Background: an optimization exercise with open tools, aiming at small area, a short achievable clock period and few clock cycles per item. Do not read the settings as production practice.
The RTL of this run was laid out without a check of its function.

`flow/run.sh`:
```
#!/bin/bash
# synth_recipe.tcl (not shown) runs the flow's synth.tcl, then flattens the netlist and writes it again
# the make line also repeats each setting of config.mk as NAME=value (left out here)
make -C /OpenROAD-flow-scripts/flow DESIGN_CONFIG=/design/flow/config.mk WORK_HOME=/design/flow/orfs CLKGATE_MAP_FILE= SYNTH_SCRIPT=/design/flow/synth_recipe.tcl finish
```
`flow/design.v`:
```
module cva_cost_wta (
    input  wire         clk,
    input  wire         rst,         
    input  wire         in_valid,
    output wire         in_ready,
    input  wire         in_last,
    input  wire [15:0]  in_d,
    input  wire [2:0]   in_c,        
    input  wire [16:0]  in_wq,       
    input  wire [287:0] in_lwin,
    input  wire [287:0] in_rwin,
    output reg          out_valid,
    output reg          out_last,
    output reg  [31:0]  out_cost,
    output reg  [15:0]  out_disp
);
    assign in_ready = 1'b1;
    reg          s1_valid;
    reg          s1_last;
    reg [15:0]   s1_d;
    reg [2:0]    s1_c;
    reg [16:0]   s1_wq;
    reg [287:0]  s1_lwin;
    reg [287:0]  s1_rwin;
    always @(posedge clk) begin
        if (rst) begin
            s1_valid <= 1'b0;
        end else begin
            s1_valid <= in_valid;
        end
        if (in_valid) begin
            s1_last <= in_last;
            s1_d    <= in_d;
            s1_c    <= in_c;
            s1_wq   <= in_wq;
            s1_lwin <= in_lwin;
            s1_rwin <= in_rwin;
        end
    end
    wire [7:0] L [0:35];
    wire [7:0] R [0:35];
    genvar g;
    generate
        for (g = 0; g < 36; g = g + 1) begin : g_unpack
            assign L[g] = s1_lwin[g*8 +: 8];
            assign R[g] = s1_rwin[g*8 +: 8];
        end
    endgenerate
    wire [7:0] sad_term [0:35];
    generate
        for (g = 0; g < 36; g = g + 1) begin : g_sad
            wire chan_en = ((g % 4) < s1_c);
            wire [7:0] diff = (L[g] > R[g]) ? (L[g] - R[g]) : (R[g] - L[g]);
            assign sad_term[g] = chan_en ? diff : 8'd0;
        end
    endgenerate
    wire [9:0] gx_term [0:23];
    wire [9:0] gy_term [0:23];
    generate
        for (g = 0; g < 24; g = g + 1) begin : g_grad
            localparam integer cx = g % 4;
            localparam integer ix = (g / 4) % 2;
            localparam integer jx = g / 8;
            localparam integer px0 = (jx*3 + ix)*4 + cx;
            localparam integer px1 = (jx*3 + ix + 1)*4 + cx;
            localparam integer cy = g % 4;
            localparam integer iy = (g / 4) % 3;
            localparam integer jy = g / 12;
            localparam integer py0 = (jy*3 + iy)*4 + cy;
            localparam integer py1 = ((jy + 1)*3 + iy)*4 + cy;
            wire signed [9:0] gxl = $signed({2'b00, L[px1]}) - $signed({2'b00, L[px0]});
            wire signed [9:0] gxr = $signed({2'b00, R[px1]}) - $signed({2'b00, R[px0]});
            wire signed [9:0] gyl = $signed({2'b00, L[py1]}) - $signed({2'b00, L[py0]});
            wire signed [9:0] gyr = $signed({2'b00, R[py1]}) - $signed({2'b00, R[py0]});
            wire signed [10:0] dx = gxl - gxr;
            wire signed [10:0] dy = gyl - gyr;
            wire [10:0] adx = dx[10] ? -dx : dx;
            wire [10:0] ady = dy[10] ? -dy : dy;
            assign gx_term[g] = (cx < s1_c) ? adx[9:0] : 10'd0;
            assign gy_term[g] = (cy < s1_c) ? ady[9:0] : 10'd0;
        end
    endgenerate
    reg [13:0] sad;
    reg [14:0] grad;
    integer k;
    always @(*) begin
        sad = 14'd0;
        for (k = 0; k < 36; k = k + 1)
            sad = sad + {6'd0, sad_term[k]};
        grad = 15'd0;
        for (k = 0; k < 24; k = k + 1)
            grad = grad + {5'd0, gx_term[k]} + {5'd0, gy_term[k]};
    end
    wire [16:0] w_sad  = 17'd65536 - s1_wq;
    wire [31:0] c_sad  = w_sad * sad;
    wire [31:0] c_grad = s1_wq * grad;
    wire [31:0] cost   = c_sad + c_grad;
    reg          s2_valid;
    reg          s2_last;
    reg [15:0]   s2_d;
    reg [31:0]   s2_cost;
    always @(posedge clk) begin
        if (rst) begin
            s2_valid <= 1'b0;
        end else begin
            s2_valid <= s1_valid;
        end
        if (s1_valid) begin
            s2_last <= s1_last;
            s2_d    <= s1_d;
            s2_cost <= cost;
        end
    end
    reg          in_pixel;     
    reg [15:0]   best_d;
    reg [31:0]   best_cost;
    wire         take    = !in_pixel || (s2_cost < best_cost);
    wire [15:0]  new_d   = take ? s2_d    : best_d;
    wire [31:0]  new_bc  = take ? s2_cost : best_cost;
    always @(posedge clk) begin
        if (rst) begin
            in_pixel  <= 1'b0;
            out_valid <= 1'b0;
            out_last  <= 1'b0;
            out_cost  <= 32'd0;
            out_disp  <= 16'd0;
            best_d    <= 16'd0;
            best_cost <= 32'd0;
        end else begin
            out_valid <= s2_valid;
            if (s2_valid) begin
                in_pixel  <= !s2_last;
                best_d    <= new_d;
                best_cost <= new_bc;
                out_last  <= s2_last;
                out_cost  <= s2_cost;
                out_disp  <= new_d;
            end
        end
    end
endmodule
```
`flow/config.mk`:
```
export PLATFORM = sky130hd
export DESIGN_NAME = cva_cost_wta
export DESIGN_NICKNAME = cva_cost_wta
export VERILOG_FILES = /design/flow/design.v
export SDC_FILE = /design/flow/constraint.sdc
export NUM_CORES = 4
export LEC_CHECK = 0
export CAP_MARGIN = 20
export CORE_MARGIN = 2
export CORE_UTILIZATION = 40
export SLEW_MARGIN = 20
```
`flow/constraint.sdc`:
```
create_clock -name core_clock -period 20.0 [get_ports {clk}]
set_input_delay 4.0000 -clock core_clock [delete_from_list [all_inputs] [get_ports {clk}]]
set_output_delay 4.0000 -clock core_clock [all_outputs]
set_load 0.01 [all_outputs]
```
==> results by group <==
Status
  • Status: finished clean

Floorplan
  • Die footprint: 0.3462 sq mm
  • Height of the chip: about 600 um
  • Core Rows: 214
  • Effective utilization at floorplan: 40.21%
  • Number of primary I/O pins: 667
  • Core area: 0.3398 sq mm
  • Die span in x: approximately 590 um

GRT
  • Antenna violations before repair: 27
  • First-pass GRT wire length: 760,600 um
  • Number of global-route vias before repair: 106,900
  • Final global-route overflow total: 0
  • Overall fraction of global-route tracks in use: 30.71%
  • Largest net degree at the start of global routing: 141

Route
  • Routed WL: 543,300 um
  • Post-route ant nets: 0
  • Drt pass-1 iters: 6
  • Count of unresolved DRC violations after routing: 0
  • WL per Instance: between 20 and 30 um
  • Violation count after the first detailed-routing iteration: 12,440
  • Via-to-Cell Ratio: 5.478
  • Via Count: 112,100

STA
  • Final setup violation count: 0
  • Worst path setup slack after routing: 1461 ps
  • F_max: between 50 and 60 MHz
  • Number of hold-slack violations in the final timing report: 0
  • Worst hold slack across all endpoints: 409.6 ps
  • Worst-case clock skew: 56.04 ps
  • Period minus WS final: 18,540 ps
  • Number of pins exceeding their max-slew limit in the final report: 0
  • Setup repair after global routing missed its margin: no
  • Total negative setup slack: 0 ps
  • Measured slew at the worst slew-check pin: about 1300 ps
  • Period utilisation layout: between 90% and 100%
  • Relative slew slack: 11.70%

Logic synthesis
  • Primary FF master, synth: edfxtp_1
  • Synth area leaders: fa_1, ha_1, edfxtp_1
  • Count of flip-flops with a built-in enable after synthesis: 662
  • Yosys top cell area share: approximately a fifth
  • Seq/Total Area, Yosys: 15.80%
  • FFs w/ async S/R, synth: 0%
  • Post-Syn Area per Cell: between 8 and 9 sq um
  • Summed instance area of the synthesized netlist: 0.1366 sq mm
  • Synthesized netlist cell count: 15,290
  • Flops & latches, synth: 747
  • Post-synthesis cell type with the largest combined area: fa_1
  • Yosys warning total: 1
  • Unique cell type count in the Yosys netlist: 75
  • Net count after synthesis: 19,350

Clock tree
  • Number of clock buffers inserted by TritonCTS: 97
  • CTS clk-pin slew, worst paths: 70 ps
  • CTS hold repair buffers: 0
  • Post-CTS setup buffer count: 0
  • CTS Root Buffer Type: clkbuf_16
  • Clock Latency Late Sink: 860 ps
  • Clock sink count: between 700 and 800
  • Clock Path Buffers: 4
  • Htree depth: 3
  • CTS tree: built
  • Post-CTS sizing: 0

Place
  • Number of buffer cells added on primary ports: 665
  • Pre-CTS WS: 1753 ps
  • DPL Wire Length: ~470,000 um
  • GPL Wtd Cong: 1.066

Setup path
  • Endpoint kind of the worst setup timing path: flop
  • Register-to-Register Setup Slack: around 1500 ps
  • Required time of the critical path: 20,580 ps
  • Critical Path AT: ~19,000 ps
  • Type of origin of the critical path: flop
  • Bufs and invs on worst path: 12
  • Family with the most delay on the worst path: adder cells
  • Type of the setup path with the least slack: flop to flop
  • CP most frequent cell: fa_1
  • Max Fanout on Critical Path: 17
  • Slowest CP cell: xnor2_1
  • Slowest Stage Delay on Critical Path: 760 ps

Layout
  • Ratio of cells with drive above 1 in the final layout: around 3.3%
  • Area growth from synthesis to layout: 11.18%
  • FF/Latch Area: 0.02158 sq mm
  • Total area of multi-input combinational cells: 0.1041 sq mm
  • Fill cell instance count of the final layout: 33,200
  • Commonest non-fill, non-tap cell in the layout: inv_1
  • Commonest non-fill, non-tap cells in the layout: inv_1, ha_1, fa_1
  • Number of nets at the end of the flow: 19,910

Job
  • Reported max-cap violation count: 0

Hold path
  • Path class of the lowest-slack min-delay path: flop to flop
## sequential cells by signal, indices dropped and copies added, names as in the netlist, 16 cells and up
signal	count
s1_lwin	288
s1_rwin	288
best_cost	32
out_cost	32
s2_cost	32
s1_wq	17
best_d	16
s1_d	16
s2_d	16
## path summary, 6_finish.rpt
kind,startpoint,endpoint,cells past startpoint
worst max register to register,s1_rwin[153],s2_cost[30],61
worst max-delay path,s1_rwin[153],s2_cost[30],61
worst min-delay path,s1_d[10],s2_d[10],0
worst min register to register,s1_d[10],s2_d[10],0
## cell families (layout without fill, tap and decap cells)
family / Yosys count / in the layout / synth area share, %
and+or+nand+nor: 3535 / 3535 / 12.47
muxes: 306 / 306 / 2.305
xor gates and xnor gates: 1327 / 1327 / 8.513
AOI/OAI and AO/OA: 2961 / 2961 / 13.70
DFF: 747 / 747 / 15.80
buffers and inverters: 2972 / 3610 / 8.206
other: 1 / 8 / 0.002745
adders and majority gates: 3441 / 3441 / 39.01
## layer usage
layer  track usage [%]  share of wire [%]  vias to the layer above
li1                  -                  -                    51770
met5                 0             0.0081                        -
met2             44.61                 41                     4975
met4             12.13                4.7                        8
met1             44.10                 45                    54620
met3             6.636                 10                      773
## metrics by stage
stage                     util (%)  std cells  instance area (sq um)
after floorplan                  -      15290                 136600
after global placement       43.76      20290                 148700
after detailed placement     43.77      20290                 148700
after CTS                    44.69      20460                 151800
after global routing         44.70      20470                 151900
final                        44.70      20470                 151900
## synthesized netlist by cell type (47+ instances only)
| library cell | n |
|---|---|
| inv_1 | 2699 |
| ha_1 | 2077 |
| fa_1 | 1364 |
| nand2_1 | 1162 |
| xnor2_1 | 988 |
| a21oi_1 | 801 |
| nor2_1 | 800 |
| o21ai_0 | 722 |
| edfxtp_1 | 662 |
| nor2b_1 | 378 |
| xor2_1 | 338 |
| nand2b_1 | 299 |
| clkbuf_1 | 239 |
| mux2i_1 | 237 |
| o21bai_1 | 234 |
| and2_1 | 233 |
| o21a_1 | 182 |
| a21o_1 | 181 |
| nand3_1 | 159 |
| o22ai_1 | 139 |
| or3_1 | 124 |
| o31ai_1 | 117 |
| nor3_1 | 112 |
| a21boi_0 | 97 |
| nand4_1 | 89 |
| dfxtp_1 | 85 |
| or2_2 | 74 |
| mux2_2 | 69 |
| a31o_2 | 59 |
| a31oi_1 | 59 |
| o211ai_1 | 54 |
| a211o_1 | 47 |
## layout make-up
type                    instances  share of cell area, %
clock buffers                 107                  1.637
multi-input cells           11570                  68.54
flip-flops and latches        747                  14.21
diodes                          7                0.01153
inverters                    2699                  6.670
clock inverters                67                 0.4111
well taps                    4536                  3.737
repair buffers                737                  4.786

[port drivers added, routing unchanged]
How much do the figures lean on ideal ports? The routed layout below was timed once more, with nothing changed but the port constraints. Step 1: set_driving_cell puts a clkbuf_16 on clk and a buf_2 on each other input, an assumption about the parent block. Step 2 adds t to the input delays and takes it off the output delays; t is the mean of the earliest and latest rising clock arrival at the registers after step 1. Input paths then give back, and output paths get back, about the clock's delay inside the block. Three values: no drivers, after step 1, after step 2; two values: the first two.
t, ns: 0.954
setup slack, ns: 1.461 / 1.461 / 1.461
hold WS [ns]: 0.410 / 0.410 / 0.410
worst setup path after step 2: register to register
worst data-port slew with drivers (ns): 0.11
After both steps setup and hold are still met in this run. The setup slack of this run moves by 0.000 ns with the drivers and by 0.000 ns with both steps.
